Context: an optimization exercise on an open-source flow, tuned for small area. The choices shown serve that exercise and are no tape-out recipe.
The RTL was checked by simulation tests, not by an equivalence proof against the original design.
Power figures rest on the tool's default switching activity, not on a simulated workload.

--- flow/design.v ---
module epdl_framer (
    input  wire        clk,
    input  wire        rst_n,
    input  wire        start,
    input  wire [1:0]  kind,
    input  wire        do_begin,
    input  wire        do_shift,
    input  wire        do_end,
    input  wire        pix,         
    input  wire        last_byte,   
    input  wire        spi_big,     
    input  wire [14:0] spi_f,       
    input  wire        idle_req,    
    input  wire        busy_sync,
    output wire [6:0]  byte_idx,
    output wire [2:0]  bit_idx,     
    input  wire        byte_dc,
    output reg         cs_n,
    output reg         dc,
    output wire        sck,
    output wire        done,
    output wire        smp_valid,   
    output wire        smp_begin,   
    output wire        timeout      
);
    localparam [1:0] K_TXN = 2'd0, K_WAIT = 2'd1, K_POLL = 2'd2, K_DELAY = 2'd3;
    localparam [3:0] E_IDLE = 4'd0,
                     E_CSW  = 4'd1,    
                     E_LOAD = 4'd2,    
                     E_LO   = 4'd3,    
                     E_HI   = 4'd4,    
                     E_HOLD = 4'd5,    
                     E_END  = 4'd6,    
                     E_CSH  = 4'd7,    
                     E_POLL = 4'd8,    
                     E_DLY  = 4'd9,    
                     E_DONE = 4'd10;   
    localparam [15:0] ACC0 = 16'd15536;
    reg [3:0]  st;
    reg [15:0] acc;
    reg [9:0]  cnt;
    assign byte_idx = cnt[9:3];
    assign bit_idx  = cnt[2:0];
    assign done     = (st == E_DONE);
    wire timed = (st == E_CSW) || (st == E_LO) || (st == E_HI) || (st == E_HOLD) ||
                 (st == E_CSH) || (st == E_DLY);
    wire dly   = (st == E_DLY);
    wire [15:0] step = dly ? ((kind == K_WAIT) ? 16'd200 : 16'd25) : {spi_f, 1'b0};
    wire [16:0] sum  = {1'b0, acc} + {1'b0, step};
    wire tick = (!dly && spi_big) || sum[16];
    wire st_start = (st == E_IDLE) && start;
    assign smp_begin = st_start && (kind == K_TXN) && do_begin;
    assign smp_valid = smp_begin || (st_start && kind == K_POLL) || (st == E_POLL);
    assign timeout   = dly && tick && (kind == K_WAIT) && (cnt == 10'd400);
    assign sck       = (st == E_HI);
    always @(posedge clk) begin
        acc <= (timed && !tick) ? sum[15:0] : ACC0;
        if (st_start)
            cnt <= {{7{pix && kind == K_TXN}}, 3'd0};
        else if ((st == E_HI && tick) || (st == E_POLL && busy_sync))
            cnt <= cnt + 10'd1;
    end
    always @(posedge clk or negedge rst_n) begin
        if (!rst_n) begin
            st   <= E_IDLE;
            cs_n <= 1'b1;
            dc   <= 1'b1;
        end else begin
            if (idle_req) begin
                cs_n <= 1'b1;
                dc   <= 1'b1;
            end
            case (st)
                E_IDLE: begin
                    if (start) begin
                        case (kind)
                            K_TXN: begin
                                if (do_begin) begin
                                    cs_n <= 1'b0;
                                    st   <= E_CSW;
                                end else if (do_shift)
                                    st <= E_LOAD;
                                else
                                    st <= E_END;
                            end
                            K_WAIT:  st <= E_POLL;
                            K_POLL:  st <= E_DONE;
                            default: st <= E_DLY;
                        endcase
                    end
                end
                E_CSW: begin
                    if (tick) begin
                        if (do_shift)
                            st <= E_LOAD;
                        else if (do_end)
                            st <= E_END;
                        else
                            st <= E_DONE;
                    end
                end
                E_LOAD: begin
                    dc <= byte_dc;
                    st <= E_LO;
                end
                E_LO: if (tick) st <= E_HI;
                E_HI: begin
                    if (tick)
                        st <= (cnt[2:0] == 3'd7) ? E_HOLD : E_LO;
                end
                E_HOLD: begin
                    if (tick) begin
                        if (!last_byte)
                            st <= E_LOAD;
                        else begin
                            dc <= 1'b1;
                            st <= do_end ? E_END : E_DONE;
                        end
                    end
                end
                E_END: begin
                    cs_n <= 1'b1;
                    st   <= E_CSH;
                end
                E_CSH: if (tick) st <= E_DONE;
                E_POLL: st <= busy_sync ? E_DLY : E_DONE;
                E_DLY: begin
                    if (tick)
                        st <= (kind == K_WAIT && cnt != 10'd400) ? E_POLL : E_DONE;
                end
                default: st <= E_IDLE;
            endcase
        end
    end
endmodule
module epdl_core (
    input  wire        clk,
    input  wire        rst_n,
    input  wire        op_valid,
    output wire        op_ready,
    input  wire [63:0] op_word,
    output reg         rsp_valid,
    output reg  [31:0] rsp_word,
    output reg         rsp_refused,
    output wire        cs_n,
    output wire        dc,
    output reg         epd_rst_n,
    output wire        sck,
    output wire        mosi,
    input  wire        busy
);
    localparam [7:0] THRESHOLD = 8'd7;
    localparam [31:0] SPI_HZ_DEFAULT = 32'd25000;
    localparam [7:0] OP_BUS_RESET = 8'h01, OP_BUS_INIT = 8'h02, OP_TXN_START = 8'h03,
                     OP_TXN_END = 8'h04, OP_WCMD = 8'h05, OP_WDATA = 8'h06,
                     OP_WCMD_T = 8'h07, OP_WDATA_T = 8'h08, OP_INIT = 8'h10,
                     OP_ENTER_FULL = 8'h11, OP_ENTER_PARTIAL = 8'h12,
                     OP_DRAW_PIXEL = 8'h13, OP_FILL = 8'h14, OP_UPDATE = 8'h15,
                     OP_UPDATE_PF = 8'h16, OP_IS_BUSY = 8'h17, OP_WAIT_BUSY = 8'h18,
                     OP_SET_ROTATION = 8'h19, OP_GET_PIXEL = 8'h1A, OP_READ_REG = 8'h1B,
                     OP_CLEAR_STATUS = 8'h1C;
    localparam integer F_NO_TXN = 0, F_REENTRANT = 1, F_UNMATCHED_END = 2, F_ROTATION = 3,
                       F_POWER_STATE = 4, F_WAIT_TIMEOUT = 5, F_UPDATE_DROPPED = 6,
                       F_ILLEGAL_OP = 7, F_NOT_INIT = 8, F_HAZ_BUSY = 9,
                       F_TXN_ABANDONED = 10, F_RESTORE = 11;
    localparam [3:0] SQ_PTR = 4'd0, SQ_AREA = 4'd1, SQ_LUTF = 4'd2, SQ_LUTP = 4'd3,
                     SQ_PIX = 4'd4, SQ_PON = 4'd5, SQ_UPDF = 4'd6, SQ_UPDP = 4'd7,
                     SQ_CFG = 4'd8,
                     SQ_R_START = 4'd9,     
                     SQ_R_END   = 4'd10,    
                     SQ_R_C     = 4'd11,    
                     SQ_R_D     = 4'd12,    
                     SQ_R_CT    = 4'd13,    
                     SQ_R_DT    = 4'd14;    
    localparam [1:0] K_TXN = 2'd0, K_WAIT = 2'd1, K_POLL = 2'd2, K_DELAY = 2'd3;
    localparam [3:0] U_FIN = 4'd0, U_TXN = 4'd1, U_WAIT = 4'd2, U_DLY = 4'd3,
                     U_CFGIDLE = 4'd4, U_RSTLO = 4'd5, U_RSTHI = 4'd6, U_NOP = 4'd7,
                     U_JMP = 4'd8, U_CALL = 4'd9, U_RET = 4'd10, U_EM = 4'd11,
                     U_NOTINIT = 4'd12, U_PFCHK = 4'd13, U_PFEND = 4'd14, U_POLL = 4'd15;
    localparam [1:0] C_ALWAYS = 2'd0, C_NOT_INITOP = 2'd1, C_PWRON = 2'd2, C_FULL = 2'd3;
    localparam [5:0] PC_BUS_INIT = 6'd0, PC_BUS_RESET = 6'd1, PC_ENTER_FULL = 6'd10,
                     PC_ENTER_PARTIAL = 6'd12, PC_UPDATE = 6'd14, PC_UPDATE_PF = 6'd16,
                     PC_EM1 = 6'd24, PC_EM0 = 6'd29, PC_DU = 6'd37, PC_WAIT_BUSY = 6'd60,
                     PC_IS_BUSY = 6'd62, PC_DIV = 6'd46;
    function [7:0] lut_full(input [6:0] i);    
        case (i[4:0])
            5'd1:  lut_full = 8'h02; 5'd2:  lut_full = 8'h02; 5'd3:  lut_full = 8'h01;
            5'd4:  lut_full = 8'h11; 5'd5:  lut_full = 8'h12; 5'd6:  lut_full = 8'h12;
            5'd7:  lut_full = 8'h22; 5'd8:  lut_full = 8'h22; 5'd9:  lut_full = 8'h66;
            5'd10: lut_full = 8'h69; 5'd11: lut_full = 8'h69; 5'd12: lut_full = 8'h59;
            5'd13: lut_full = 8'h58; 5'd14: lut_full = 8'h99; 5'd15: lut_full = 8'h99;
            5'd16: lut_full = 8'h88; 5'd21: lut_full = 8'hF8; 5'd22: lut_full = 8'hB4;
            5'd23: lut_full = 8'h13; 5'd24: lut_full = 8'h51; 5'd25: lut_full = 8'h35;
            5'd26: lut_full = 8'h51; 5'd27: lut_full = 8'h51; 5'd28: lut_full = 8'h19;
            5'd29: lut_full = 8'h01;
            default: lut_full = 8'h00;
        endcase
    endfunction
    function [7:0] lut_part(input [6:0] i);    
        case (i[4:0])
            5'd1:  lut_part = 8'h10; 5'd2:  lut_part = 8'h18; 5'd3:  lut_part = 8'h18;
            5'd4:  lut_part = 8'h08; 5'd5:  lut_part = 8'h18; 5'd6:  lut_part = 8'h18;
            5'd7:  lut_part = 8'h08; 5'd21: lut_part = 8'h13; 5'd22: lut_part = 8'h14;
            5'd23: lut_part = 8'h44; 5'd24: lut_part = 8'h12;
            default: lut_part = 8'h00;
        endcase
    endfunction
    function [8:0] cfg_byte(input [3:0] i);    
        case (i)
            4'd0:  cfg_byte = {1'b0, 8'h01};
            4'd1:  cfg_byte = {1'b1, 8'h0F};
            4'd2:  cfg_byte = {1'b1, 8'h00};
            4'd3:  cfg_byte = {1'b1, 8'h00};
            4'd4:  cfg_byte = {1'b0, 8'h0C};
            4'd5:  cfg_byte = {1'b1, 8'hD7};
            4'd6:  cfg_byte = {1'b1, 8'hD6};
            4'd7:  cfg_byte = {1'b1, 8'h9D};
            4'd8:  cfg_byte = {1'b0, 8'h2C};
            4'd9:  cfg_byte = {1'b1, 8'hA8};
            4'd10: cfg_byte = {1'b0, 8'h3A};
            4'd11: cfg_byte = {1'b1, 8'h1A};
            4'd12: cfg_byte = {1'b0, 8'h3B};
            4'd13: cfg_byte = {1'b1, 8'h08};
            4'd14: cfg_byte = {1'b0, 8'h11};
            default: cfg_byte = {1'b1, 8'h03};
        endcase
    endfunction
    localparam [2:0] S_IDLE = 3'd0, S_DEC_R = 3'd1, S_DEC_F = 3'd2, S_DEC_X = 3'd3,
                     S_DIV = 3'd4, S_RUN = 3'd5, S_WAITF0 = 3'd6, S_WAITF = 3'd7;
    localparam [2:0] RK_ZERO = 3'd0, RK_EM = 3'd1, RK_UPD = 3'd2, RK_UPF = 3'd3,
                     RK_WAIT = 3'd4, RK_ISB = 3'd5, RK_PIX = 3'd6, RK_REG = 3'd7;
    reg [2:0]  state;
    reg [5:0]  pc;
    reg [5:0]  pc_nxt;
    reg [5:0]  ret_pc;
    wire [7:0] raw_byte = {ret_pc[4:0], fc, fb, fa};
    reg [2:0]  rk;
    reg        fa, fb, fc;      
    reg [31:0] spi_hz;
    reg [2:0]  count;
    reg        initialized;
    reg        full_mode;
    reg        power_on;
    reg [1:0]  rotation;
    reg [11:0] status;
    reg        busy_last;
    reg        busy_s1, busy_s2;
    reg [1:0]  f_kind;
    reg [3:0]  f_seq;
    reg        f_idle;
    wire [6:0] f_idx;
    wire [2:0] f_bit;
    wire       f_done, f_smp_valid, f_smp_begin, f_timeout;
    wire txn_open = ~cs_n;
    wire accept   = (state == S_IDLE) && op_valid;
    assign op_ready = (state == S_IDLE);
    wire [63:0] w   = op_word;
    wire [7:0]  opc = w[63:56];
    reg legal;
    always @(*) begin
        case (opc)
            OP_BUS_RESET, OP_TXN_START, OP_TXN_END, OP_ENTER_FULL, OP_ENTER_PARTIAL,
            OP_UPDATE, OP_UPDATE_PF, OP_IS_BUSY, OP_WAIT_BUSY:
                legal = (w[55:0] == 56'd0);
            OP_WCMD, OP_WDATA, OP_WCMD_T, OP_WDATA_T, OP_READ_REG, OP_SET_ROTATION:
                legal = (w[55:8] == 48'd0);
            OP_BUS_INIT:
                legal = (w[55:32] == 24'd0);
            OP_INIT:
                legal = (w[55:33] == 23'd0) &&
                        (w[32] ? (w[7:3] == 5'd0 && w[31:16] == 16'd0)
                               : (w[31:0] == 32'd0));
            OP_DRAW_PIXEL:
                legal = (w[55:48] == 8'd0);
            OP_GET_PIXEL:
                legal = (w[55:48] == 8'd0) && (w[15:0] == 16'd0);
            OP_FILL:
                legal = (w[55:16] == 40'd0);
            OP_CLEAR_STATUS:
                legal = (w[55:12] == 44'd0);
            default:
                legal = 1'b0;
        endcase
    end
    wire [15:0] px_x = w[47:32];
    wire [15:0] px_y = w[31:16];
    wire in_range = (px_x[15:5] == 11'd0) && (px_y[15:5] == 11'd0) &&
                    (rotation[0] ? !px_x[4] : !px_y[4]);
    reg [4:0] phys_x;
    reg [3:0] phys_y;
    always @(*) begin
        case (rotation)
            2'd0: begin phys_x = px_x[4:0];  phys_y = px_y[3:0];  end
            2'd1: begin phys_x = ~px_y[4:0]; phys_y = px_x[3:0];  end
            2'd2: begin phys_x = ~px_x[4:0]; phys_y = ~px_y[3:0]; end
            default: begin phys_x = px_y[4:0]; phys_y = ~px_x[3:0]; end
        endcase
    end
    wire [8:0] buf_addr = op_ready ? {phys_y, phys_x} : {f_idx[5:0], f_bit};
    wire       buf_bit;
    wire do_fill = accept && legal && (opc == OP_FILL);
    wire do_draw = accept && legal && (opc == OP_DRAW_PIXEL) && in_range;
    epdl_pixbuf u_buf (
        .clk(clk),
        .fill(do_fill),
        .draw(do_draw),
        .addr(buf_addr),
        .fill_byte(w[7:0]),
        .color(w[15:0] != 16'd0),
        .rd(buf_bit)
    );
    reg       b_dc;
    reg [7:0] b_data;
    reg       b_last;
    reg       b_pix;    
    always @(*) begin
        b_dc   = 1'b1;
        b_data = 8'h00;
        b_pix  = 1'b0;
        case (f_seq)
            SQ_CFG: {b_dc, b_data} = cfg_byte(f_idx[3:0]);
            SQ_AREA: begin
                case (f_idx[2:0])
                    3'd0: begin b_dc = 1'b0; b_data = 8'h44; end
                    3'd2: b_data = 8'h03;
                    3'd3: begin b_dc = 1'b0; b_data = 8'h45; end
                    3'd6: b_data = 8'h0F;
                    default: b_data = 8'h00;
                endcase
            end
            SQ_PTR: begin
                case (f_idx[2:0])
                    3'd0: begin b_dc = 1'b0; b_data = 8'h4E; end
                    3'd2: begin b_dc = 1'b0; b_data = 8'h4F; end
                    default: b_data = 8'h00;
                endcase
            end
            SQ_LUTF: begin
                if (f_idx == 7'd0) begin b_dc = 1'b0; b_data = 8'h32; end
                else b_data = lut_full(f_idx);
            end
            SQ_LUTP: begin
                if (f_idx == 7'd0) begin b_dc = 1'b0; b_data = 8'h32; end
                else b_data = lut_part(f_idx);
            end
            SQ_PON: begin
                case (f_idx[1:0])
                    2'd0: begin b_dc = 1'b0; b_data = 8'h22; end
                    2'd1: b_data = 8'hC0;
                    default: begin b_dc = 1'b0; b_data = 8'h20; end
                endcase
            end
            SQ_UPDF, SQ_UPDP: begin
                case (f_idx[1:0])
                    2'd0: begin b_dc = 1'b0; b_data = 8'h22; end
                    2'd1: b_data = (f_seq == SQ_UPDF) ? 8'hC4 : 8'h04;
                    2'd2: begin b_dc = 1'b0; b_data = 8'h20; end
                    default: begin b_dc = 1'b0; b_data = 8'hFF; end
                endcase
            end
            SQ_PIX: begin
                if (f_idx[6]) begin b_dc = 1'b0; b_data = 8'h24; end
                else b_pix = 1'b1;
            end
            SQ_R_C, SQ_R_CT: begin b_dc = 1'b0; b_data = raw_byte; end
            default: begin b_dc = 1'b1; b_data = raw_byte; end
        endcase
        case (f_seq)
            SQ_CFG:           b_last = (f_idx == 7'd16);
            SQ_AREA:          b_last = (f_idx == 7'd8);
            SQ_PTR:           b_last = (f_idx == 7'd5);
            SQ_LUTF, SQ_LUTP: b_last = (f_idx == 7'd31);
            SQ_PON:           b_last = (f_idx == 7'd3);
            SQ_UPDF, SQ_UPDP: b_last = (f_idx == 7'd4);
            SQ_PIX:           b_last = (f_idx == 7'd64);
            default:          b_last = (f_idx == 7'd1);
        endcase
    end
    assign mosi = b_pix ? buf_bit : b_data[~f_bit];
    wire f_raw   = (f_seq >= SQ_R_START);
    wire f_begin = !f_raw || f_seq == SQ_R_START || f_seq == SQ_R_CT || f_seq == SQ_R_DT;
    wire f_shift = !f_raw || f_seq == SQ_R_C || f_seq == SQ_R_D ||
                   f_seq == SQ_R_CT || f_seq == SQ_R_DT;
    wire f_end   = !f_raw || f_seq == SQ_R_END || f_seq == SQ_R_CT || f_seq == SQ_R_DT;
    reg [31:0] reg_val;
    always @(*) begin
        case ({fc, fb, fa})
            3'd0: reg_val = {14'd0, busy_last, txn_open, 4'd0, status};
            3'd1: reg_val = {16'd0, 5'd0, count, 5'd0, power_on, full_mode, initialized};
            3'd2: reg_val = 32'h1E03_0709;
            3'd3: reg_val = 32'h0010_0020;
            3'd4: reg_val = {30'd0, rotation};
            3'd5: reg_val = spi_hz;
            default: reg_val = 32'd64;
        endcase
    end
    always @(*) begin
        rsp_word = 32'd0;
        case (rk)
            RK_EM:   rsp_word[1:0] = {fb, fa};
            RK_UPD:  rsp_word[1:0] = {fb, 1'b1};
            RK_UPF:  rsp_word[2:0] = {fa, fb, 1'b1};
            RK_WAIT: rsp_word[1:0] = {fb, ~fb};
            RK_ISB:  rsp_word[0]   = busy_last;
            RK_PIX:  begin rsp_word[0] = fa; rsp_word[8] = fb; end
            RK_REG:  rsp_word = reg_val;
            default: rsp_word = 32'd0;
        endcase
    end
    wire [7:0]  uinst;
    epdl_ucode u_ucode (.pc(pc), .uinst(uinst));
    wire [3:0]  u_op  = uinst[7:4];
    wire [3:0]  u_arg = uinst[3:0];
    wire [5:0]  u_jmp = pc + ((u_arg[1:0] == 2'd1) ? 6'd7 : (u_arg[1:0] == 2'd2) ? 6'd2 : 6'd3);
    wire [5:0]  u_sub = (u_arg[1:0] == 2'd0) ? PC_EM1 : (u_arg[1:0] == 2'd1) ? PC_EM0 : PC_DU;
    reg cond;
    always @(*) begin
        case (u_arg[3:2])
            C_NOT_INITOP: cond = !fa;
            C_PWRON:      cond = power_on;
            C_FULL:       cond = full_mode;
            default:      cond = 1'b1;
        endcase
    end
    wire bus_init_go = (w[31:0] != 32'd0);
    always @(posedge clk or negedge rst_n) begin
        if (!rst_n) begin
            state       <= S_IDLE;
            spi_hz      <= SPI_HZ_DEFAULT;
            count       <= 3'd0;
            initialized <= 1'b0;
            full_mode   <= 1'b1;
            power_on    <= 1'b0;
            rotation    <= 2'd0;
            status      <= 12'd0;
            busy_last   <= 1'b1;
            busy_s1     <= 1'b1;
            busy_s2     <= 1'b1;
            epd_rst_n   <= 1'b1;
            rsp_valid   <= 1'b0;
            f_idle      <= 1'b0;
        end else begin
            busy_s1   <= busy;
            busy_s2   <= busy_s1;
            rsp_valid <= 1'b0;
            f_idle    <= 1'b0;
            if (f_smp_valid) begin
                busy_last <= busy_s2;
                if (f_smp_begin && busy_s2)
                    status[F_HAZ_BUSY] <= 1'b1;
            end
            if (f_timeout)
                status[F_WAIT_TIMEOUT] <= 1'b1;
            case (state)
                S_IDLE: begin
                    if (op_valid) begin
                        state <= S_DEC_R;
                        if (!legal)
                            status[F_ILLEGAL_OP] <= 1'b1;
                        else begin
                            case (opc)
                                OP_BUS_RESET: begin
                                    initialized <= 1'b0;
                                    power_on    <= 1'b0;
                                    state       <= S_DEC_X;
                                end
                                OP_BUS_INIT: begin
                                    if (!bus_init_go)
                                        status[F_ILLEGAL_OP] <= 1'b1;
                                    else begin
                                        spi_hz      <= w[31:0];
                                        initialized <= 1'b0;
                                        power_on    <= 1'b0;
                                        if (txn_open)
                                            status[F_TXN_ABANDONED] <= 1'b1;
                                        state <= S_DIV;
                                    end
                                end
                                OP_INIT: begin
                                    initialized <= 1'b0;
                                    power_on    <= w[32] & w[2];
                                    if (w[32]) begin
                                        full_mode <= w[1];
                                        if (w[15:8] > THRESHOLD) begin
                                            status[F_RESTORE] <= 1'b1;
                                            count <= THRESHOLD[2:0];
                                        end else
                                            count <= w[10:8];
                                    end
                                    if (txn_open)
                                        status[F_TXN_ABANDONED] <= 1'b1;
                                    state <= S_DEC_X;
                                end
                                OP_TXN_START, OP_WCMD_T, OP_WDATA_T: begin
                                    if (txn_open)
                                        status[F_REENTRANT] <= 1'b1;
                                    else
                                        state <= S_DEC_F;
                                end
                                OP_TXN_END: begin
                                    if (!txn_open)
                                        status[F_UNMATCHED_END] <= 1'b1;
                                    else
                                        state <= S_DEC_F;
                                end
                                OP_WCMD, OP_WDATA: begin
                                    if (!txn_open)
                                        status[F_NO_TXN] <= 1'b1;
                                    else
                                        state <= S_DEC_F;
                                end
                                OP_ENTER_FULL, OP_ENTER_PARTIAL, OP_UPDATE, OP_UPDATE_PF: begin
                                    if (txn_open)
                                        status[F_REENTRANT] <= 1'b1;
                                    else
                                        state <= S_DEC_X;
                                end
                                OP_IS_BUSY, OP_WAIT_BUSY:
                                    state <= S_DEC_X;
                                OP_SET_ROTATION: begin
                                    if (w[7:0] >= 8'd4)
                                        status[F_ROTATION] <= 1'b1;
                                    else
                                        rotation <= w[1:0];
                                end
                                OP_READ_REG: begin
                                    if (w[7:0] >= 8'd7)
                                        status[F_ILLEGAL_OP] <= 1'b1;
                                end
                                OP_CLEAR_STATUS:
                                    status <= status & ~w[11:0];
                                default: ;
                            endcase
                        end
                    end
                end
                S_DEC_R: begin
                    rsp_valid <= 1'b1;
                    state     <= S_IDLE;
                end
                S_DEC_F: begin
                    state <= S_WAITF0;
                end
                S_DEC_X: state <= S_RUN;
                S_DIV: begin
                    if (pc == 6'd63)
                        state <= S_RUN;
                end
                S_RUN: begin
                    case (u_op)
                        U_FIN: begin
                            rsp_valid <= 1'b1;
                            state     <= S_IDLE;
                        end
                        U_TXN: begin
                            if (u_arg == SQ_PON) begin
                                if (power_on) status[F_POWER_STATE] <= 1'b1;
                                power_on <= 1'b1;
                            end
                            state <= S_WAITF0;
                        end
                        U_WAIT, U_DLY, U_POLL: begin
                            state <= S_WAITF0;
                        end
                        U_CFGIDLE: f_idle <= 1'b1;
                        U_RSTLO:   epd_rst_n <= 1'b0;
                        U_RSTHI:   epd_rst_n <= 1'b1;
                        U_EM: begin
                            if (!(full_mode == u_arg[0] && initialized)) begin
                                initialized <= 1'b1;
                                full_mode   <= u_arg[0];
                            end
                        end
                        U_NOTINIT: begin
                            if (!initialized)
                                status[F_NOT_INIT] <= 1'b1;
                        end
                        U_PFCHK: begin
                            if (count < 3'd6)
                                count <= count + 3'd1;
                        end
                        U_PFEND: count <= 3'd0;
                        default: ;
                    endcase
                end
                S_WAITF0: state <= S_WAITF;
                S_WAITF: begin
                    if (f_done) begin
                        if (f_raw && f_kind == K_TXN) begin
                            rsp_valid <= 1'b1;
                            state     <= S_IDLE;
                        end else
                            state <= S_RUN;
                    end
                end
                default: state <= S_IDLE;
            endcase
        end
    end
    always @(posedge clk) begin
        if (accept) begin
            rsp_refused <= 1'b0;
            rk <= RK_ZERO;
            fa <= 1'b0;
            fb <= 1'b0;
            fc <= 1'b0;
            f_kind <= K_TXN;
            ret_pc[4:0] <= w[7:3];
            if (!legal)
                rsp_refused <= 1'b1;
            else begin
                case (opc)
                    OP_BUS_INIT: begin
                        if (!bus_init_go) rsp_refused <= 1'b1;
                    end
                    OP_INIT: begin
                        fa <= 1'b1;
                    end
                    OP_TXN_START, OP_WCMD_T, OP_WDATA_T: begin
                        if (txn_open) rsp_refused <= 1'b1;
                        {fc, fb, fa} <= w[2:0];
                        f_seq <= (opc == OP_TXN_START) ? SQ_R_START :
                                 (opc == OP_WCMD_T) ? SQ_R_CT : SQ_R_DT;
                    end
                    OP_TXN_END: begin
                        if (!txn_open) rsp_refused <= 1'b1;
                        f_seq <= SQ_R_END;
                    end
                    OP_WCMD, OP_WDATA: begin
                        if (!txn_open) rsp_refused <= 1'b1;
                        {fc, fb, fa} <= w[2:0];
                        f_seq <= (opc == OP_WCMD) ? SQ_R_C : SQ_R_D;
                    end
                    OP_ENTER_FULL, OP_ENTER_PARTIAL, OP_UPDATE, OP_UPDATE_PF: begin
                        if (txn_open) rsp_refused <= 1'b1;
                        else begin
                            case (opc)
                                OP_ENTER_FULL, OP_ENTER_PARTIAL: rk <= RK_EM;
                                OP_UPDATE:                       rk <= RK_UPD;
                                default:                         rk <= RK_UPF;
                            endcase
                        end
                    end
                    OP_IS_BUSY:   rk <= RK_ISB;
                    OP_WAIT_BUSY: rk <= RK_WAIT;
                    OP_GET_PIXEL: begin
                        rk <= RK_PIX;
                        fa <= in_range & buf_bit;
                        fb <= !in_range;
                    end
                    OP_READ_REG: begin
                        if (w[7:0] >= 8'd7) rsp_refused <= 1'b1;
                        else begin
                            rk <= RK_REG;
                            {fc, fb, fa} <= w[2:0];
                        end
                    end
                    default: ;
                endcase
            end
        end else begin
            if (f_timeout)
                fb <= 1'b1;
            if (state == S_RUN) begin
                    case (u_op)
                        U_TXN: begin
                            f_kind <= K_TXN;
                            f_seq  <= u_arg;
                        end
                        U_WAIT:  f_kind <= K_WAIT;
                        U_DLY:   f_kind <= K_DELAY;
                        U_POLL:  f_kind <= K_POLL;
                        U_CALL:  ret_pc <= pc + 6'd1;
                        U_EM: begin
                            if (!(full_mode == u_arg[0] && initialized))
                                fa <= 1'b1;
                        end
                        U_PFCHK: begin
                            if (count >= 3'd6)
                                fa <= 1'b1;
                        end
                        default: ;
                    endcase
            end
        end
    end
    always @(*) begin
        pc_nxt = pc;
        case (state)
            S_IDLE: begin
                case (opc)
                    OP_BUS_RESET:     pc_nxt = PC_BUS_RESET;
                    OP_BUS_INIT:      pc_nxt = PC_DIV;
                    OP_INIT:          pc_nxt = PC_BUS_INIT;
                    OP_ENTER_FULL:    pc_nxt = PC_ENTER_FULL;
                    OP_ENTER_PARTIAL: pc_nxt = PC_ENTER_PARTIAL;
                    OP_UPDATE:        pc_nxt = PC_UPDATE;
                    OP_UPDATE_PF:     pc_nxt = PC_UPDATE_PF;
                    OP_IS_BUSY:       pc_nxt = PC_IS_BUSY;
                    default:          pc_nxt = PC_WAIT_BUSY;
                endcase
            end
            S_DIV: pc_nxt = pc + 6'd1;
            S_RUN: begin
                pc_nxt = pc + 6'd1;
                case (u_op)
                    U_JMP:   if (cond) pc_nxt = u_jmp;
                    U_CALL:  pc_nxt = u_sub;
                    U_RET:   pc_nxt = ret_pc;
                    U_EM:    if (full_mode == u_arg[0] && initialized) pc_nxt = ret_pc;
                    U_PFCHK: if (count < 3'd6) pc_nxt = PC_UPDATE;
                    default: ;
                endcase
            end
            default: ;
        endcase
    end
    always @(posedge clk or negedge rst_n) begin
        if (!rst_n)
            pc <= 6'd0;
        else
            pc <= pc_nxt;
    end
    epdl_framer u_framer (
        .clk(clk),
        .rst_n(rst_n),
        .start(state == S_WAITF0),
        .kind(f_kind),
        .do_begin(f_begin),
        .do_shift(f_shift),
        .do_end(f_end),
        .pix(f_seq == SQ_PIX),
        .last_byte(b_last),
        .spi_big(spi_hz >= 32'd25000),
        .spi_f(spi_hz[14:0]),
        .idle_req(f_idle),
        .busy_sync(busy_s2),
        .byte_idx(f_idx),
        .bit_idx(f_bit),
        .byte_dc(b_dc),
        .cs_n(cs_n),
        .dc(dc),
        .sck(sck),
        .done(f_done),
        .smp_valid(f_smp_valid),
        .smp_begin(f_smp_begin),
        .timeout(f_timeout)
    );
endmodule
module epdl_pixbuf (
    input  wire       clk,
    input  wire       fill,
    input  wire       draw,
    input  wire [8:0] addr,
    input  wire [7:0] fill_byte,
    input  wire       color,
    output wire       rd
);
    reg [511:0] pbuf;
    wire [3:0] ry = addr[8:5];
    wire [4:0] cx = addr[4:0];
    wire [15:0] rowhot = 16'd1 << ry;
    wire [31:0] colhot = 32'd1 << cx;
    wire [31:0] colv;
    wire [31:0] d;
    wire [31:0] colsel = colhot | {32{fill}};
    wire [7:0]  val;
    genvar k;
    generate
        for (k = 0; k < 8; k = k + 1) begin : g_val
            assign val[k] = fill ? fill_byte[7 - k] : color;
        end
    endgenerate
    genvar i, c;
    generate
        for (c = 0; c < 32; c = c + 1) begin : g_col
            wire [15:0] bits;
            for (i = 0; i < 16; i = i + 1) begin : g_r
                assign bits[i] = pbuf[i*32 + c];
            end
            epdl_aor16 u_rd (.a(bits), .s(rowhot), .y(colv[c]));
            assign d[c] = colsel[c] ? val[c % 8] : colv[c];
        end
        for (i = 0; i < 512; i = i + 1) begin : g_bit
            always @(posedge clk)
                if (fill | (draw & rowhot[i / 32]))
                    pbuf[i] <= d[i % 32];
        end
    endgenerate
    assign rd = |(colv & colhot);
endmodule
module epdl_aor16 (input wire [15:0] a, input wire [15:0] s, output wire y);
    wire [5:0] g;
    epdl_aoi222 u_g0 (.a(a[2:0]),   .s(s[2:0]),   .y(g[0]));
    epdl_aoi222 u_g1 (.a(a[5:3]),   .s(s[5:3]),   .y(g[1]));
    epdl_aoi222 u_g2 (.a(a[8:6]),   .s(s[8:6]),   .y(g[2]));
    epdl_aoi222 u_g3 (.a(a[11:9]),  .s(s[11:9]),  .y(g[3]));
    epdl_aoi222 u_g4 (.a(a[14:12]), .s(s[14:12]), .y(g[4]));
    assign g[5] = ~(a[15] & s[15]);
    assign y = ~(g[0] & g[1] & g[2]) | ~(g[3] & g[4] & g[5]);
endmodule
module epdl_aoi222 (input wire [2:0] a, input wire [2:0] s, output wire y);
    assign y = ~((a[0] & s[0]) | (a[1] & s[1]) | (a[2] & s[2]));
endmodule
module epdl_ucode (input wire [5:0] pc, output reg [7:0] uinst);
    localparam [3:0] SQ_PTR = 4'd0, SQ_AREA = 4'd1, SQ_LUTF = 4'd2, SQ_LUTP = 4'd3,
                     SQ_PIX = 4'd4, SQ_PON = 4'd5, SQ_UPDF = 4'd6, SQ_UPDP = 4'd7,
                     SQ_CFG = 4'd8;
    localparam [3:0] U_FIN = 4'd0, U_TXN = 4'd1, U_WAIT = 4'd2, U_DLY = 4'd3,
                     U_CFGIDLE = 4'd4, U_RSTLO = 4'd5, U_RSTHI = 4'd6, U_NOP = 4'd7,
                     U_JMP = 4'd8, U_CALL = 4'd9, U_RET = 4'd10, U_EM = 4'd11,
                     U_NOTINIT = 4'd12, U_PFCHK = 4'd13, U_PFEND = 4'd14, U_POLL = 4'd15;
    localparam [1:0] C_ALWAYS = 2'd0, C_NOT_INITOP = 2'd1, C_PWRON = 2'd2, C_FULL = 2'd3;
    localparam [1:0] J3 = 2'd0, J7 = 2'd1, J2 = 2'd2;
    localparam [3:0] S_EM1 = 4'd0, S_EM0 = 4'd1, S_DU = 4'd2;
    always @(*) begin
        case (pc)
            6'd0:  uinst = {U_CFGIDLE, 4'd0};    
            6'd1:  uinst = {U_RSTLO,   4'd0};    
            6'd2:  uinst = {U_DLY,     4'd0};
            6'd3:  uinst = {U_RSTHI,   4'd0};
            6'd4:  uinst = {U_DLY,     4'd0};
            6'd5:  uinst = {U_NOP,     4'd0};
            6'd6:  uinst = {U_JMP,     C_NOT_INITOP, J3};    
            6'd7:  uinst = {U_TXN,     SQ_CFG};
            6'd8:  uinst = {U_NOP,     4'd0};
            6'd9:  uinst = {U_FIN,     4'd0};
            6'd10: uinst = {U_CALL,    S_EM1};   
            6'd11: uinst = {U_FIN,     4'd0};
            6'd12: uinst = {U_CALL,    S_EM0};   
            6'd13: uinst = {U_FIN,     4'd0};
            6'd14: uinst = {U_CALL,    S_DU};    
            6'd15: uinst = {U_FIN,     4'd0};
            6'd16: uinst = {U_PFCHK,   4'd0};    
            6'd17: uinst = {U_CALL,    S_DU};
            6'd18: uinst = {U_CALL,    S_EM1};
            6'd19: uinst = {U_WAIT,    4'd0};
            6'd20: uinst = {U_CALL,    S_DU};
            6'd21: uinst = {U_CALL,    S_EM0};
            6'd22: uinst = {U_PFEND,   4'd0};
            6'd23: uinst = {U_FIN,     4'd0};
            6'd24: uinst = {U_EM,      4'd1};    
            6'd25: uinst = {U_TXN,     SQ_AREA};
            6'd26: uinst = {U_TXN,     SQ_PTR};
            6'd27: uinst = {U_TXN,     SQ_LUTF};
            6'd28: uinst = {U_JMP,     C_ALWAYS, J3};        
            6'd29: uinst = {U_EM,      4'd0};    
            6'd30: uinst = {U_TXN,     SQ_LUTP};
            6'd31: uinst = {U_TXN,     SQ_PON};
            6'd32: uinst = {U_WAIT,    4'd0};
            6'd33: uinst = {U_JMP,     C_ALWAYS, J3};        
            6'd36: uinst = {U_RET,     4'd0};
            6'd37: uinst = {U_NOP,     4'd0};    
            6'd38: uinst = {U_NOTINIT, 4'd0};
            6'd39: uinst = {U_JMP,     C_PWRON, J3};         
            6'd40: uinst = {U_TXN,     SQ_PON};
            6'd41: uinst = {U_WAIT,    4'd0};
            6'd42: uinst = {U_JMP,     C_FULL, J3};          
            6'd43: uinst = {U_TXN,     SQ_AREA};
            6'd44: uinst = {U_TXN,     SQ_PTR};
            6'd45: uinst = {U_WAIT,    4'd0};
            6'd46: uinst = {U_TXN,     SQ_PIX};
            6'd47: uinst = {U_JMP,     C_FULL, J7};          
            6'd48: uinst = {U_TXN,     SQ_UPDP};
            6'd49: uinst = {U_TXN,     SQ_AREA};
            6'd50: uinst = {U_TXN,     SQ_PTR};
            6'd51: uinst = {U_WAIT,    4'd0};
            6'd52: uinst = {U_TXN,     SQ_PIX};
            6'd53: uinst = {U_JMP,     C_ALWAYS, J2};        
            6'd54: uinst = {U_TXN,     SQ_UPDF};
            6'd55: uinst = {U_WAIT,    4'd0};
            6'd56: uinst = {U_JMP,     C_ALWAYS, J3};        
            6'd59: uinst = {U_RET,     4'd0};
            6'd60: uinst = {U_WAIT,    4'd0};    
            6'd61: uinst = {U_FIN,     4'd0};
            6'd62: uinst = {U_POLL,    4'd0};    
            default: uinst = {U_FIN,   4'd0};
        endcase
    end
endmodule
--- flow/flow/run.sh ---
#!/bin/bash
# The standard layout (the standard.sh: standard synthesis unchanged,
# then ORFS floorplan .. finish), with three changes to how the layout is
# built:
#  - after the floorplan, every logic gate is replaced by the smallest cell
#    of the same function (flow/downsize.tcl); the later repair steps size
#    cells up again where slew, capacitance or timing need it;
#  - the port buffers are the smallest buffer cell;
#  - clock tree synthesis uses the clustering of config.mk and adds no
#    dummy loads.
# The standard flow's whole output is in standard.log here; ORFS's own
# per-step logs are under orfs/logs/.
set -euo pipefail
here=$(pwd)
export POST_FLOORPLAN_TCL="$here/flow/downsize.tcl"
export BUFFER_PORTS_ARGS="-buffer_cell sky130_fd_sc_hd__buf_1"
export CTS_ARGS="-sink_clustering_enable -repair_clock_nets -sink_clustering_size 16 -sink_clustering_max_diameter 60 -buf_list sky130_fd_sc_hd__clkbuf_8 -dont_use_dummy_load"
bash standard.sh > standard.log 2>&1
--- flow/flow/downsize.tcl ---
# Replace each logic gate by the smallest cell of the same function
# (same name up to the drive-strength suffix). Registers, buffers and
# special cells are left alone. Later repair steps resize where needed.
set ds_map {
  sky130_fd_sc_hd__a2111o_2 sky130_fd_sc_hd__a2111o_1
  sky130_fd_sc_hd__a2111o_4 sky130_fd_sc_hd__a2111o_1
  sky130_fd_sc_hd__a2111oi_1 sky130_fd_sc_hd__a2111oi_0
  sky130_fd_sc_hd__a2111oi_2 sky130_fd_sc_hd__a2111oi_0
  sky130_fd_sc_hd__a2111oi_4 sky130_fd_sc_hd__a2111oi_0
  sky130_fd_sc_hd__a211o_2 sky130_fd_sc_hd__a211o_1
  sky130_fd_sc_hd__a211o_4 sky130_fd_sc_hd__a211o_1
  sky130_fd_sc_hd__a211oi_2 sky130_fd_sc_hd__a211oi_1
  sky130_fd_sc_hd__a211oi_4 sky130_fd_sc_hd__a211oi_1
  sky130_fd_sc_hd__a21bo_4 sky130_fd_sc_hd__a21bo_1
  sky130_fd_sc_hd__a21boi_2 sky130_fd_sc_hd__a21boi_0
  sky130_fd_sc_hd__a21boi_4 sky130_fd_sc_hd__a21boi_0
  sky130_fd_sc_hd__a21o_2 sky130_fd_sc_hd__a21o_1
  sky130_fd_sc_hd__a21o_4 sky130_fd_sc_hd__a21o_1
  sky130_fd_sc_hd__a21oi_2 sky130_fd_sc_hd__a21oi_1
  sky130_fd_sc_hd__a21oi_4 sky130_fd_sc_hd__a21oi_1
  sky130_fd_sc_hd__a221o_2 sky130_fd_sc_hd__a221o_1
  sky130_fd_sc_hd__a221o_4 sky130_fd_sc_hd__a221o_1
  sky130_fd_sc_hd__a221oi_2 sky130_fd_sc_hd__a221oi_1
  sky130_fd_sc_hd__a221oi_4 sky130_fd_sc_hd__a221oi_1
  sky130_fd_sc_hd__a22o_2 sky130_fd_sc_hd__a22o_1
  sky130_fd_sc_hd__a22o_4 sky130_fd_sc_hd__a22o_1
  sky130_fd_sc_hd__a22oi_2 sky130_fd_sc_hd__a22oi_1
  sky130_fd_sc_hd__a22oi_4 sky130_fd_sc_hd__a22oi_1
  sky130_fd_sc_hd__a2bb2o_2 sky130_fd_sc_hd__a2bb2o_1
  sky130_fd_sc_hd__a2bb2o_4 sky130_fd_sc_hd__a2bb2o_1
  sky130_fd_sc_hd__a2bb2oi_2 sky130_fd_sc_hd__a2bb2oi_1
  sky130_fd_sc_hd__a2bb2oi_4 sky130_fd_sc_hd__a2bb2oi_1
  sky130_fd_sc_hd__a311o_2 sky130_fd_sc_hd__a311o_1
  sky130_fd_sc_hd__a311o_4 sky130_fd_sc_hd__a311o_1
  sky130_fd_sc_hd__a311oi_2 sky130_fd_sc_hd__a311oi_1
  sky130_fd_sc_hd__a311oi_4 sky130_fd_sc_hd__a311oi_1
  sky130_fd_sc_hd__a31o_4 sky130_fd_sc_hd__a31o_1
  sky130_fd_sc_hd__a31oi_2 sky130_fd_sc_hd__a31oi_1
  sky130_fd_sc_hd__a31oi_4 sky130_fd_sc_hd__a31oi_1
  sky130_fd_sc_hd__a32o_2 sky130_fd_sc_hd__a32o_1
  sky130_fd_sc_hd__a32o_4 sky130_fd_sc_hd__a32o_1
  sky130_fd_sc_hd__a32oi_2 sky130_fd_sc_hd__a32oi_1
  sky130_fd_sc_hd__a32oi_4 sky130_fd_sc_hd__a32oi_1
  sky130_fd_sc_hd__a41o_2 sky130_fd_sc_hd__a41o_1
  sky130_fd_sc_hd__a41o_4 sky130_fd_sc_hd__a41o_1
  sky130_fd_sc_hd__a41oi_2 sky130_fd_sc_hd__a41oi_1
  sky130_fd_sc_hd__a41oi_4 sky130_fd_sc_hd__a41oi_1
  sky130_fd_sc_hd__and2_2 sky130_fd_sc_hd__and2_0
  sky130_fd_sc_hd__and2_4 sky130_fd_sc_hd__and2_0
  sky130_fd_sc_hd__and2b_2 sky130_fd_sc_hd__and2b_1
  sky130_fd_sc_hd__and2b_4 sky130_fd_sc_hd__and2b_1
  sky130_fd_sc_hd__and3_2 sky130_fd_sc_hd__and3_1
  sky130_fd_sc_hd__and3_4 sky130_fd_sc_hd__and3_1
  sky130_fd_sc_hd__and3b_2 sky130_fd_sc_hd__and3b_1
  sky130_fd_sc_hd__and3b_4 sky130_fd_sc_hd__and3b_1
  sky130_fd_sc_hd__and4_2 sky130_fd_sc_hd__and4_1
  sky130_fd_sc_hd__and4_4 sky130_fd_sc_hd__and4_1
  sky130_fd_sc_hd__and4b_2 sky130_fd_sc_hd__and4b_1
  sky130_fd_sc_hd__and4b_4 sky130_fd_sc_hd__and4b_1
  sky130_fd_sc_hd__and4bb_4 sky130_fd_sc_hd__and4bb_1
  sky130_fd_sc_hd__fa_2 sky130_fd_sc_hd__fa_1
  sky130_fd_sc_hd__fa_4 sky130_fd_sc_hd__fa_1
  sky130_fd_sc_hd__ha_2 sky130_fd_sc_hd__ha_1
  sky130_fd_sc_hd__ha_4 sky130_fd_sc_hd__ha_1
  sky130_fd_sc_hd__inv_4 sky130_fd_sc_hd__inv_1
  sky130_fd_sc_hd__inv_6 sky130_fd_sc_hd__inv_1
  sky130_fd_sc_hd__inv_8 sky130_fd_sc_hd__inv_1
  sky130_fd_sc_hd__inv_12 sky130_fd_sc_hd__inv_1
  sky130_fd_sc_hd__inv_16 sky130_fd_sc_hd__inv_1
  sky130_fd_sc_hd__maj3_2 sky130_fd_sc_hd__maj3_1
  sky130_fd_sc_hd__maj3_4 sky130_fd_sc_hd__maj3_1
  sky130_fd_sc_hd__mux2_4 sky130_fd_sc_hd__mux2_1
  sky130_fd_sc_hd__mux2_8 sky130_fd_sc_hd__mux2_1
  sky130_fd_sc_hd__mux2i_2 sky130_fd_sc_hd__mux2i_1
  sky130_fd_sc_hd__mux2i_4 sky130_fd_sc_hd__mux2i_1
  sky130_fd_sc_hd__mux4_4 sky130_fd_sc_hd__mux4_2
  sky130_fd_sc_hd__mux4_1 sky130_fd_sc_hd__mux4_2
  sky130_fd_sc_hd__nand2_2 sky130_fd_sc_hd__nand2_1
  sky130_fd_sc_hd__nand2_4 sky130_fd_sc_hd__nand2_1
  sky130_fd_sc_hd__nand2_8 sky130_fd_sc_hd__nand2_1
  sky130_fd_sc_hd__nand2b_2 sky130_fd_sc_hd__nand2b_1
  sky130_fd_sc_hd__nand2b_4 sky130_fd_sc_hd__nand2b_1
  sky130_fd_sc_hd__nand3_2 sky130_fd_sc_hd__nand3_1
  sky130_fd_sc_hd__nand3_4 sky130_fd_sc_hd__nand3_1
  sky130_fd_sc_hd__nand3b_2 sky130_fd_sc_hd__nand3b_1
  sky130_fd_sc_hd__nand3b_4 sky130_fd_sc_hd__nand3b_1
  sky130_fd_sc_hd__nand4_2 sky130_fd_sc_hd__nand4_1
  sky130_fd_sc_hd__nand4_4 sky130_fd_sc_hd__nand4_1
  sky130_fd_sc_hd__nand4b_2 sky130_fd_sc_hd__nand4b_1
  sky130_fd_sc_hd__nand4b_4 sky130_fd_sc_hd__nand4b_1
  sky130_fd_sc_hd__nand4bb_2 sky130_fd_sc_hd__nand4bb_1
  sky130_fd_sc_hd__nand4bb_4 sky130_fd_sc_hd__nand4bb_1
  sky130_fd_sc_hd__nor2_2 sky130_fd_sc_hd__nor2_1
  sky130_fd_sc_hd__nor2_4 sky130_fd_sc_hd__nor2_1
  sky130_fd_sc_hd__nor2_8 sky130_fd_sc_hd__nor2_1
  sky130_fd_sc_hd__nor2b_2 sky130_fd_sc_hd__nor2b_1
  sky130_fd_sc_hd__nor2b_4 sky130_fd_sc_hd__nor2b_1
  sky130_fd_sc_hd__nor3_2 sky130_fd_sc_hd__nor3_1
  sky130_fd_sc_hd__nor3_4 sky130_fd_sc_hd__nor3_1
  sky130_fd_sc_hd__nor3b_2 sky130_fd_sc_hd__nor3b_1
  sky130_fd_sc_hd__nor3b_4 sky130_fd_sc_hd__nor3b_1
  sky130_fd_sc_hd__nor4_2 sky130_fd_sc_hd__nor4_1
  sky130_fd_sc_hd__nor4_4 sky130_fd_sc_hd__nor4_1
  sky130_fd_sc_hd__nor4b_2 sky130_fd_sc_hd__nor4b_1
  sky130_fd_sc_hd__nor4b_4 sky130_fd_sc_hd__nor4b_1
  sky130_fd_sc_hd__nor4bb_2 sky130_fd_sc_hd__nor4bb_1
  sky130_fd_sc_hd__nor4bb_4 sky130_fd_sc_hd__nor4bb_1
  sky130_fd_sc_hd__o2111a_2 sky130_fd_sc_hd__o2111a_1
  sky130_fd_sc_hd__o2111a_4 sky130_fd_sc_hd__o2111a_1
  sky130_fd_sc_hd__o2111ai_2 sky130_fd_sc_hd__o2111ai_1
  sky130_fd_sc_hd__o2111ai_4 sky130_fd_sc_hd__o2111ai_1
  sky130_fd_sc_hd__o211a_4 sky130_fd_sc_hd__o211a_1
  sky130_fd_sc_hd__o211ai_2 sky130_fd_sc_hd__o211ai_1
  sky130_fd_sc_hd__o211ai_4 sky130_fd_sc_hd__o211ai_1
  sky130_fd_sc_hd__o21a_2 sky130_fd_sc_hd__o21a_1
  sky130_fd_sc_hd__o21a_4 sky130_fd_sc_hd__o21a_1
  sky130_fd_sc_hd__o21ai_2 sky130_fd_sc_hd__o21ai_0
  sky130_fd_sc_hd__o21ai_4 sky130_fd_sc_hd__o21ai_0
  sky130_fd_sc_hd__o21ba_4 sky130_fd_sc_hd__o21ba_1
  sky130_fd_sc_hd__o21bai_2 sky130_fd_sc_hd__o21bai_1
  sky130_fd_sc_hd__o21bai_4 sky130_fd_sc_hd__o21bai_1
  sky130_fd_sc_hd__o221a_4 sky130_fd_sc_hd__o221a_1
  sky130_fd_sc_hd__o221ai_2 sky130_fd_sc_hd__o221ai_1
  sky130_fd_sc_hd__o221ai_4 sky130_fd_sc_hd__o221ai_1
  sky130_fd_sc_hd__o22a_2 sky130_fd_sc_hd__o22a_1
  sky130_fd_sc_hd__o22a_4 sky130_fd_sc_hd__o22a_1
  sky130_fd_sc_hd__o22ai_2 sky130_fd_sc_hd__o22ai_1
  sky130_fd_sc_hd__o22ai_4 sky130_fd_sc_hd__o22ai_1
  sky130_fd_sc_hd__o2bb2a_2 sky130_fd_sc_hd__o2bb2a_1
  sky130_fd_sc_hd__o2bb2a_4 sky130_fd_sc_hd__o2bb2a_1
  sky130_fd_sc_hd__o2bb2ai_2 sky130_fd_sc_hd__o2bb2ai_1
  sky130_fd_sc_hd__o2bb2ai_4 sky130_fd_sc_hd__o2bb2ai_1
  sky130_fd_sc_hd__o311a_2 sky130_fd_sc_hd__o311a_1
  sky130_fd_sc_hd__o311a_4 sky130_fd_sc_hd__o311a_1
  sky130_fd_sc_hd__o311ai_2 sky130_fd_sc_hd__o311ai_0
  sky130_fd_sc_hd__o311ai_4 sky130_fd_sc_hd__o311ai_0
  sky130_fd_sc_hd__o31a_2 sky130_fd_sc_hd__o31a_1
  sky130_fd_sc_hd__o31a_4 sky130_fd_sc_hd__o31a_1
  sky130_fd_sc_hd__o31ai_2 sky130_fd_sc_hd__o31ai_1
  sky130_fd_sc_hd__o31ai_4 sky130_fd_sc_hd__o31ai_1
  sky130_fd_sc_hd__o32a_2 sky130_fd_sc_hd__o32a_1
  sky130_fd_sc_hd__o32a_4 sky130_fd_sc_hd__o32a_1
  sky130_fd_sc_hd__o32ai_2 sky130_fd_sc_hd__o32ai_1
  sky130_fd_sc_hd__o32ai_4 sky130_fd_sc_hd__o32ai_1
  sky130_fd_sc_hd__o41a_2 sky130_fd_sc_hd__o41a_1
  sky130_fd_sc_hd__o41a_4 sky130_fd_sc_hd__o41a_1
  sky130_fd_sc_hd__o41ai_2 sky130_fd_sc_hd__o41ai_1
  sky130_fd_sc_hd__o41ai_4 sky130_fd_sc_hd__o41ai_1
  sky130_fd_sc_hd__or2_4 sky130_fd_sc_hd__or2_0
  sky130_fd_sc_hd__or2b_2 sky130_fd_sc_hd__or2b_1
  sky130_fd_sc_hd__or2b_4 sky130_fd_sc_hd__or2b_1
  sky130_fd_sc_hd__or3_2 sky130_fd_sc_hd__or3_1
  sky130_fd_sc_hd__or3_4 sky130_fd_sc_hd__or3_1
  sky130_fd_sc_hd__or3b_4 sky130_fd_sc_hd__or3b_1
  sky130_fd_sc_hd__or4_2 sky130_fd_sc_hd__or4_1
  sky130_fd_sc_hd__or4_4 sky130_fd_sc_hd__or4_1
  sky130_fd_sc_hd__or4b_4 sky130_fd_sc_hd__or4b_1
  sky130_fd_sc_hd__or4bb_2 sky130_fd_sc_hd__or4bb_1
  sky130_fd_sc_hd__or4bb_4 sky130_fd_sc_hd__or4bb_1
  sky130_fd_sc_hd__sedfxbp_2 sky130_fd_sc_hd__sedfxbp_1
  sky130_fd_sc_hd__sedfxtp_2 sky130_fd_sc_hd__sedfxtp_1
  sky130_fd_sc_hd__sedfxtp_4 sky130_fd_sc_hd__sedfxtp_1
  sky130_fd_sc_hd__xnor2_2 sky130_fd_sc_hd__xnor2_1
  sky130_fd_sc_hd__xnor2_4 sky130_fd_sc_hd__xnor2_1
  sky130_fd_sc_hd__xnor3_2 sky130_fd_sc_hd__xnor3_1
  sky130_fd_sc_hd__xnor3_4 sky130_fd_sc_hd__xnor3_1
  sky130_fd_sc_hd__xor2_2 sky130_fd_sc_hd__xor2_1
  sky130_fd_sc_hd__xor2_4 sky130_fd_sc_hd__xor2_1
  sky130_fd_sc_hd__xor3_2 sky130_fd_sc_hd__xor3_1
  sky130_fd_sc_hd__xor3_4 sky130_fd_sc_hd__xor3_1
}
set ds_n 0
foreach inst [get_cells *] {
  set master [get_property $inst ref_name]
  if {[dict exists $ds_map $master]} {
    replace_cell [get_property $inst full_name] [dict get $ds_map $master]
    incr ds_n
  }
}
puts "downsize: replaced $ds_n cells"
--- flow/standard.sh ---
#!/bin/bash
# synth_recipe.tcl (not shown) runs the flow's synth.tcl, then flattens the netlist and writes it again
# the make line also repeats each setting of config.mk as NAME=value (left out here)
make -C /OpenROAD-flow-scripts/flow DESIGN_CONFIG=/design/flow/config.mk WORK_HOME=/design/flow/orfs CLKGATE_MAP_FILE= SYNTH_SCRIPT=/design/flow/synth_recipe.tcl "${@:-finish}"
--- flow/config.mk ---
export PLATFORM = sky130hd
export DESIGN_NAME = epdl_core
export DESIGN_NICKNAME = epdl_core
export VERILOG_FILES = /design/flow/design.v
export SDC_FILE = /design/flow/constraint.sdc
export NUM_CORES = 4
export LEC_CHECK = 0
export CAP_MARGIN = 20
export CORE_MARGIN = 2
export CORE_UTILIZATION = 50
export CTS_BUF_LIST = sky130_fd_sc_hd__clkbuf_8
export CTS_CLUSTER_DIAMETER = 60
export CTS_CLUSTER_SIZE = 16
export SLEW_MARGIN = 20
export SYNTH_HIERARCHICAL = 1
--- flow/constraint.sdc ---
create_clock -name core_clock -period 10.0 [get_ports {clk}]
set_input_delay 2.0000 -clock core_clock [delete_from_list [all_inputs] [get_ports {clk}]]
set_output_delay 2.0000 -clock core_clock [all_outputs]
set_load 0.01 [all_outputs]
==> results.txt, run 1 <==
status=finished clean; I/O pin cnt=between 100 and 150; vias in the first global route=21240; number of synthesized register bits=630; Worst EP arrival=roughly 7.4 ns; commonest non-fill, non-tap cells in the layout=edfxtp_1 (536), nand2_1 (189), a222oi_1 (160), nor2_1 (127), a21oi_1 (112); RD Place Congestion=0.9732; Fillers=5011; crit-path max FO=22; cell count after synthesis=2377; max-cap violation count=0; width of the die=248.8 microns; Root Driver=clkbuf_8; Post-Route WL=91.94 mm; period utilization=94.11%; final clock skew=0.1256 ns; ys async rst share=11.59%; Post-synth EDFFs=536; Fin. Hold Viols=0; vias per inst=6.722; starting density of the core=50.67%; top_reg_cell synth=edfxtp_1; commonest non-fill, non-tap cell in the layout=edfxtp_1; Slew Limit Fails=0; CTS Buf Count=54; PD cells=269.5 nW/um^2; latest clock arrival within the worst-skew pair=0.73 ns; synthesized area=around 30000 sq um; layout cell share with drive strength beyond 1=8.985%; GRT Total Usage=29.07%; 1st-iter DRT viols=3021; f_max=106.3 MHz; setup TNS=0 ns; clk buf depth=3; Remaining DRCs=0; RSZ-0062 raised after global routing=false; Final min period=about 9.4 ns; PostCTS Resize Cnt=0; Rows=89; Post-CTS Setup Inserts=0; unique cell type count in the Yosys netlist=approximately 100; maximum vdd drop=145.3 uV; DRT Pass-1 Iters=14; Critical Path End Type=output pin; die area=between 60000 and 70000 sq um; Critical Path RT=8.00 ns; initial antenna violation count=0; Worst Setup Path Type=in2out; global-route wire length before repair=137.2 mm; clock transition at the registers of the reported paths=approximately 0.080 ns; Syn Area/Cell=12.60 sq um; clk sink count=630; Worst setup SP type=input port; Synth Warn #=10; Post-DRT Antenna Nets=0; Worst slew margin=23.50%; HP Class=reg2reg; Ant. Diodes=0; CTS tree=built; GRT overflow=0; DPL Wire Length=60.82 mm; Syn-to-layout area delta=7.563%; I/O Buffers=107; hold buffers post-CTS=0; post-synthesis sequential area ratio=approximately three fifths; drt wl/cell=28.15 microns; Die Y=248.8 microns; leak pwr=~11 nW; post-synth net total=2493; NumNets Final=2611; H-tree depth=2; Worst Tran Pin Value=around 1.1 ns; largest net degree at the start of global routing=64; final setup violation count=0; Hold WS=0.3627 ns; Core Footprint=59130 sq um; DR vias=21960
[path summary, 6_finish.rpt]
kind                                       from                     end  slack, ns  cells after the start
hold / removal                busy_s1$_DFF_PN1_       busy_s2$_DFF_PN1_       0.36                      0
min in group asynchronous                 rst_n  spi_hz[18]$_DFFE_PN0P_       1.26                      1
setup reg to reg           state[0]$_DFFE_PN0P_        fa$_SDFFCE_PN1P_       3.62                     17
setup / recovery                    op_word[34]                    mosi       0.59                     18
hold reg to reg               busy_s1$_DFF_PN1_       busy_s2$_DFF_PN1_       0.36                      0
max in group asynchronous                 rst_n   status[8]$_DFFE_PN0P_       7.60                      2
[flip-flops by register name (all words and copies together) (netlist names), 2 cells and up]
name and count:
u_buf.pbuf 512, spi_hz 32, u_framer.acc 16, status 12, u_framer.cnt 10, pc 6, ret_pc 6, f_seq 4
u_framer.st 4, count 3, rk 3, state 3, f_kind 2, rotation 2
[modules after synthesis, one instance, submodules excluded]
module       cells inside  copies in the design
epdl_framer           286                     1
epdl_pixbuf           741                     1
epdl_aoi222             1                   160
epdl_aor16              3                    32
epdl_ucode            104                     1
epdl_core             990                     1
[logic make-up after synthesis]
group,after synthesis,share of synthesized area (%)
AO/OA/AOI/OAI,657,16.18
XOR/XNOR,39,1.140
buffers and inverters,171,2.476
adder cells (fa/ha/maj),48,2.030
multiplexers,106,4.318
AND/OR/NAND/NOR,726,12.58
flip-flops,630,61.28
[power by group]
part | switching (mW) | internal, mW | leakage (nW)
Combinational | 2.39 | 1.02 | 4.50
Clock | 0.801 | 0.478 | 0.388
Sequential | 0.211 | 3.79 | 5.90
[layout make-up]
cell class	count	area (sq um)	area share [%]
multi-input combinational	1576	11000	34.13
timing repair buffer	173	933.4	2.896
tap	773	967.2	3.001
clock buffer	54	743.2	2.306
inverter	60	225.2	0.6988
sequential	630	18360	56.97
[synthesized netlist by cell type (9+ instances only)]
master / count / area share [%]
a211oi_1: 19 / 0.48
a21o_1: 12 / 0.30
a21oi_1: 130 / 2.2
a221oi_1: 9 / 0.26
a222oi_1: 160 / 5.3
a22oi_1: 16 / 0.40
a31oi_1: 30 / 0.63
and2_1: 35 / 0.73
and3_1: 47 / 0.98
buf_2: 11 / 0.18
buf_6: 10 / 0.38
clkbuf_1: 81 / 1.0
dfrtp_1: 60 / 5.0
dfstp_2: 13 / 1.1
dfxtp_1: 21 / 1.4
edfxtp_1: 536 / 54
ha_1: 47 / 2.0
inv_1: 55 / 0.69
mux2_2: 9 / 0.34
mux2_4: 31 / 1.6
mux2i_1: 58 / 1.9
nand2_1: 188 / 2.4
nand2b_1: 37 / 0.77
nand3_1: 52 / 0.87
nand3b_1: 14 / 0.35
nand4_1: 50 / 1.0
nor2_1: 138 / 1.7
nor2b_1: 27 / 0.56
nor3_1: 48 / 0.80
nor4_1: 21 / 0.44
o211ai_1: 18 / 0.45
o21a_1: 12 / 0.30
o21ai_0: 108 / 1.8
o21ai_1: 11 / 0.18
o22ai_1: 11 / 0.23
o31ai_1: 15 / 0.38
or2_2: 10 / 0.21
or3_1: 9 / 0.19
xnor2_1: 19 / 0.56
xor2_1: 20 / 0.58
[routing by layer]
layer	global-route usage [%]	vias to the layer above	part of all wire [%]
li1	-	9754	-
met1	39.37	10930	41
met2	47.95	1082	48
met3	4.117	185	7.7
met4	10.72	0	3.9
met5	0	-	0
[stage by stage]
stage	power (mW)	setup WS, ns	utilization [%]	area [sq um]	std cells
floorplan	6.160	2.117	-	29960	2377
global placement	7.285	0.9956	53.05	31370	3210
detailed placement	7.350	0.9789	53.07	31380	3211
CTS	8.619	0.9490	54.33	32130	3265
global route	9.116	0.5528	54.50	32230	3266
finish	8.686	0.5890	54.50	32230	3266
[critical path: stages]
cell and delay [ns]:
buf_1 0.10, mux2i_1 0.42, xor2_1 0.12, o21ai_0 0.35
nand2b_1 0.72, nor2_4 0.35, buf_4 0.30, a222oi_1 0.37
and3_1 0.24, nand4_1 0.13, mux2_2 0.31, a22oi_1 0.24
o22ai_1 0.11, nor4_1 0.75, o311ai_1 0.44, inv_1 0.19
a2bb2oi_1 0.10, buf_1 0.15
==> run 2: changes to the inputs <==
--- a/flow/config.mk
+++ b/flow/config.mk
@@ -6,5 +6,5 @@
 export NUM_CORES = 4
 export LEC_CHECK = 0
-export CAP_MARGIN = 20
+export CAP_MARGIN = 10
 export CORE_MARGIN = 2
 export CORE_UTILIZATION = 50
@@ -12,4 +12,4 @@
 export CTS_CLUSTER_DIAMETER = 60
 export CTS_CLUSTER_SIZE = 16
-export SLEW_MARGIN = 20
+export SLEW_MARGIN = 10
 export SYNTH_HIERARCHICAL = 1
==> run 2 against run 1 <==
Combinational power is 1% lower. Sequential power hardly changed. Critical path type unchanged. Still clean on timing, DRC and antenna. Power is 0.57% lower. Die area stayed put.
==> results.txt, run 2 <==
status=finished clean; global-route wire length before repair=136.7 mm; largest registers=u_buf.pbuf (512), spi_hz (32), u_framer.acc (16); PD cells=268.8 nW/um^2; layout cell share with drive strength beyond 1=8.183%; Worst EP arrival=7.31 ns; Root Driver=clkbuf_8; Syn Area/Cell=about 13 sq um; H-tree depth=2; Rows=slightly below 90; starting density of the core=around half; Slowest-stage cell, CP=nand2b_1; Die Y=248.8 microns; f_max=107.4 MHz; DPL Wire Length=60.96 mm; Fin. Hold Viols=0; maximum vdd drop=166.1 uV; clk buf depth=3; Fillers=5040; Core Footprint=59130 sq um; Post-Route WL=91.67 mm; Final min period=9.310 ns; number of synthesized register bits=630; ranking of synthesized cells by area=edfxtp_1 (54%), a222oi_1 (5.3%), dfrtp_1 (5.0%); top_reg_cell synth=edfxtp_1; commonest non-fill, non-tap cell in the layout=edfxtp_1; clk sink count=630; Worst setup SP type=input port; die area=61900 sq um; CP bufs+invs=4; DRT Pass-1 Iters=10; Post-CTS Setup Inserts=0; vias per inst=6.722; HP Class=reg2reg; ys async rst share=about 12%; Most flops, register=u_buf.pbuf; most used cell, CP=buf_1; post-synthesis sequential area ratio=61.28%; largest net degree at the start of global routing=64; Cell Chain, Critical Path=buf_1, mux2i_1, xor2_1, o21ai_0, nand2b_1, nor2_4, buf_4, a222oi_1, and3_1, nand4_1, mux2_2, a22oi_1, o22ai_1, nor4_1, o311ai_1, inv_1, a2bb2oi_1, buf_1; CTS Buf Count=53; reg-to-reg slack, setup=3.68 ns; NumNets Final=around 2600; RSZ-0062 raised after global routing=false; Critical Path RT=~8.0 ns; Worst Tran Pin Value=roughly 1.2 ns; synthesized area=29960 sq um; most frequent cells after synthesis=edfxtp_1 (536), nand2_1 (188), a222oi_1 (160); leak pwr=between 10 and 15 nW; PostCTS Resize Cnt=0; commonest non-fill, non-tap cells in the layout=edfxtp_1 (536), nand2_1 (189), a222oi_1 (160), a21oi_1 (130), nor2_1 (127); width of the die=248.8 microns; cell count after synthesis=2377; setup TNS=0 ns; Non-Filler Instances=between 3000 and 4000; GRT overflow=0; Slew Limit Fails=0; Critical Path End Type=output pin; max reg flops=512; crit-path max FO=22; clock transition at the registers of the reported paths=0.07 ns; placed cells=3210; max-cap violation count=0; GRT Total Usage=29.03%; final clock skew=0.07979 ns; final core occ=54.33%; CP top delay family=simple AND/OR/NAND/NOR gates; initial antenna violation count=1; RD Place Congestion=slightly below 1; area share of the largest cell type after synthesis=53.72%; crit-path max cell delay=between 0.7 and 0.8 ns; unique cell type count in the Yosys netlist=103; Worst slew margin=17.39%; CTS tree=built; latest clock arrival within the worst-skew pair=~0.70 ns; most common cell in the synthesized netlist=edfxtp_1; DR vias=approximately 22000; Post-synth EDFFs=536; hold buffers post-CTS=0; I/O pin cnt=~110; Worst Setup Path Type=in2out; post-synth net total=2493; vias in the first global route=21120; drt wl/cell=28.06 microns; Post-DRT Antenna Nets=0; area leader, netlist=edfxtp_1; Syn-to-layout area delta=7.225%; Sequential Area=18360 sq um; Remaining DRCs=0; 1st-iter DRT viols=2750; I/O Buffers=between 100 and 150; final setup violation count=0; period utilization=93.10%; area of the multi-input gates=10920 sq um; Synth Warn #=10
==> run 2: cell counts after synthesis <==
Identical to the previous run, type by type.
==> run 2: final cells by class <==
class,instances,share of cell area [%]
inverters,60,0.7010
diodes,1,0.007789
multi-input cells,1576,34.00
clock buffers,53,2.271
flip-flops and latches,630,57.15
well taps,773,3.011
repair buffers,174,2.866
==> run 2: per-layer routing <==
layer / vias to the layer above / GRT usage (%) / share of wire [%]
met5: - / 0 / 0
li1: 9742 / - / -
met3: 188 / 4.013 / 7.7
met1: 10950 / 39.31 / 41
met2: 1084 / 47.50 / 47
met4: 0 / 11.74 / 3.9
==> run 2: cell families (layout without fill, tap and decap cells) <==
family | Yosys count | after routing | share of synthesized area [%]
AOI/OAI and AO/OA | 657 | 657 | 16.18
xor gates and xnor gates | 39 | 39 | 1.140
adders and majority gates | 48 | 48 | 2.030
buffers and inverters | 171 | 287 | 2.476
DFF | 630 | 630 | 61.28
muxes | 106 | 106 | 4.318
other | 0 | 1 | 0
and+or+nand+nor | 726 | 726 | 12.58
==> run 2: Yosys stat by module, one instance, submodules excluded <==
module,cell area (sq um),cells inside
epdl_aoi222,10.01,1
epdl_pixbuf,16750,741
epdl_framer,2440,286
epdl_ucode,760.7,104
epdl_aor16,16.27,3
epdl_core,7889,990
==> run 2: power breakdown <==
part | leakage, nW | total [mW] | switching (mW) | internal, mW
Sequential | 5.90 | 4.01 | 0.211 | 3.80
Combinational | 4.49 | 3.36 | 2.36 | 0.997
Clock | 0.381 | 1.26 | 0.793 | 0.470
Total | 10.8 | 8.64 | 3.37 | 5.27
==> run 2: worst paths after layout <==
path	start	end	cells after the start
max in group asynchronous	rst_n	status[8]$_DFFE_PN0P_	2
hold / removal	busy_s1$_DFF_PN1_	busy_s2$_DFF_PN1_	0
setup / recovery	op_word[34]	mosi	18
setup reg to reg	state[0]$_DFFE_PN0P_	fa$_SDFFCE_PN1P_	17
min in group asynchronous	rst_n	pc[4]$_DFFE_PN0P_	1
hold reg to reg	busy_s1$_DFF_PN1_	busy_s2$_DFF_PN1_	0
==> run 2: metrics by stage <==
stage,setup WS (ns),cell area (sq um),total power [mW],hold slack (ns)
floorplan,2.117,29960,6.160,0.3452
global placement,0.9956,31370,7.285,0.3486
detailed placement,1.012,31370,7.337,0.3481
CTS,0.9881,32100,8.588,0.4060
global route,0.5727,32130,9.066,0.4003
finish,0.6904,32130,8.637,0.4011

## re-timing with driven ports
Ports are ideal in the flow. The routed layouts listed here were re-timed in OpenROAD.
Step 1 sets driving cells, clkbuf_16 on the clock port and buf_2 on the other inputs (assumed; they add their load-dependent delay and slew).
Step 2 also shifts input and output timing later by t, the mid clock arrival at the registers, as if the neighbouring blocks saw the same clock.
a / b / c = ideal / step 1 / step 2; a / b = the first two.
run	t, ns	slack for setup (ns)	worst register clock-pin slew, ns
run 1	0.714	0.589 / 0.564 / 0.564	0.10 / 0.10
run 2	0.706	0.690 / 0.665 / 0.665	0.10 / 0.10
After both steps every run listed still meets setup and hold.
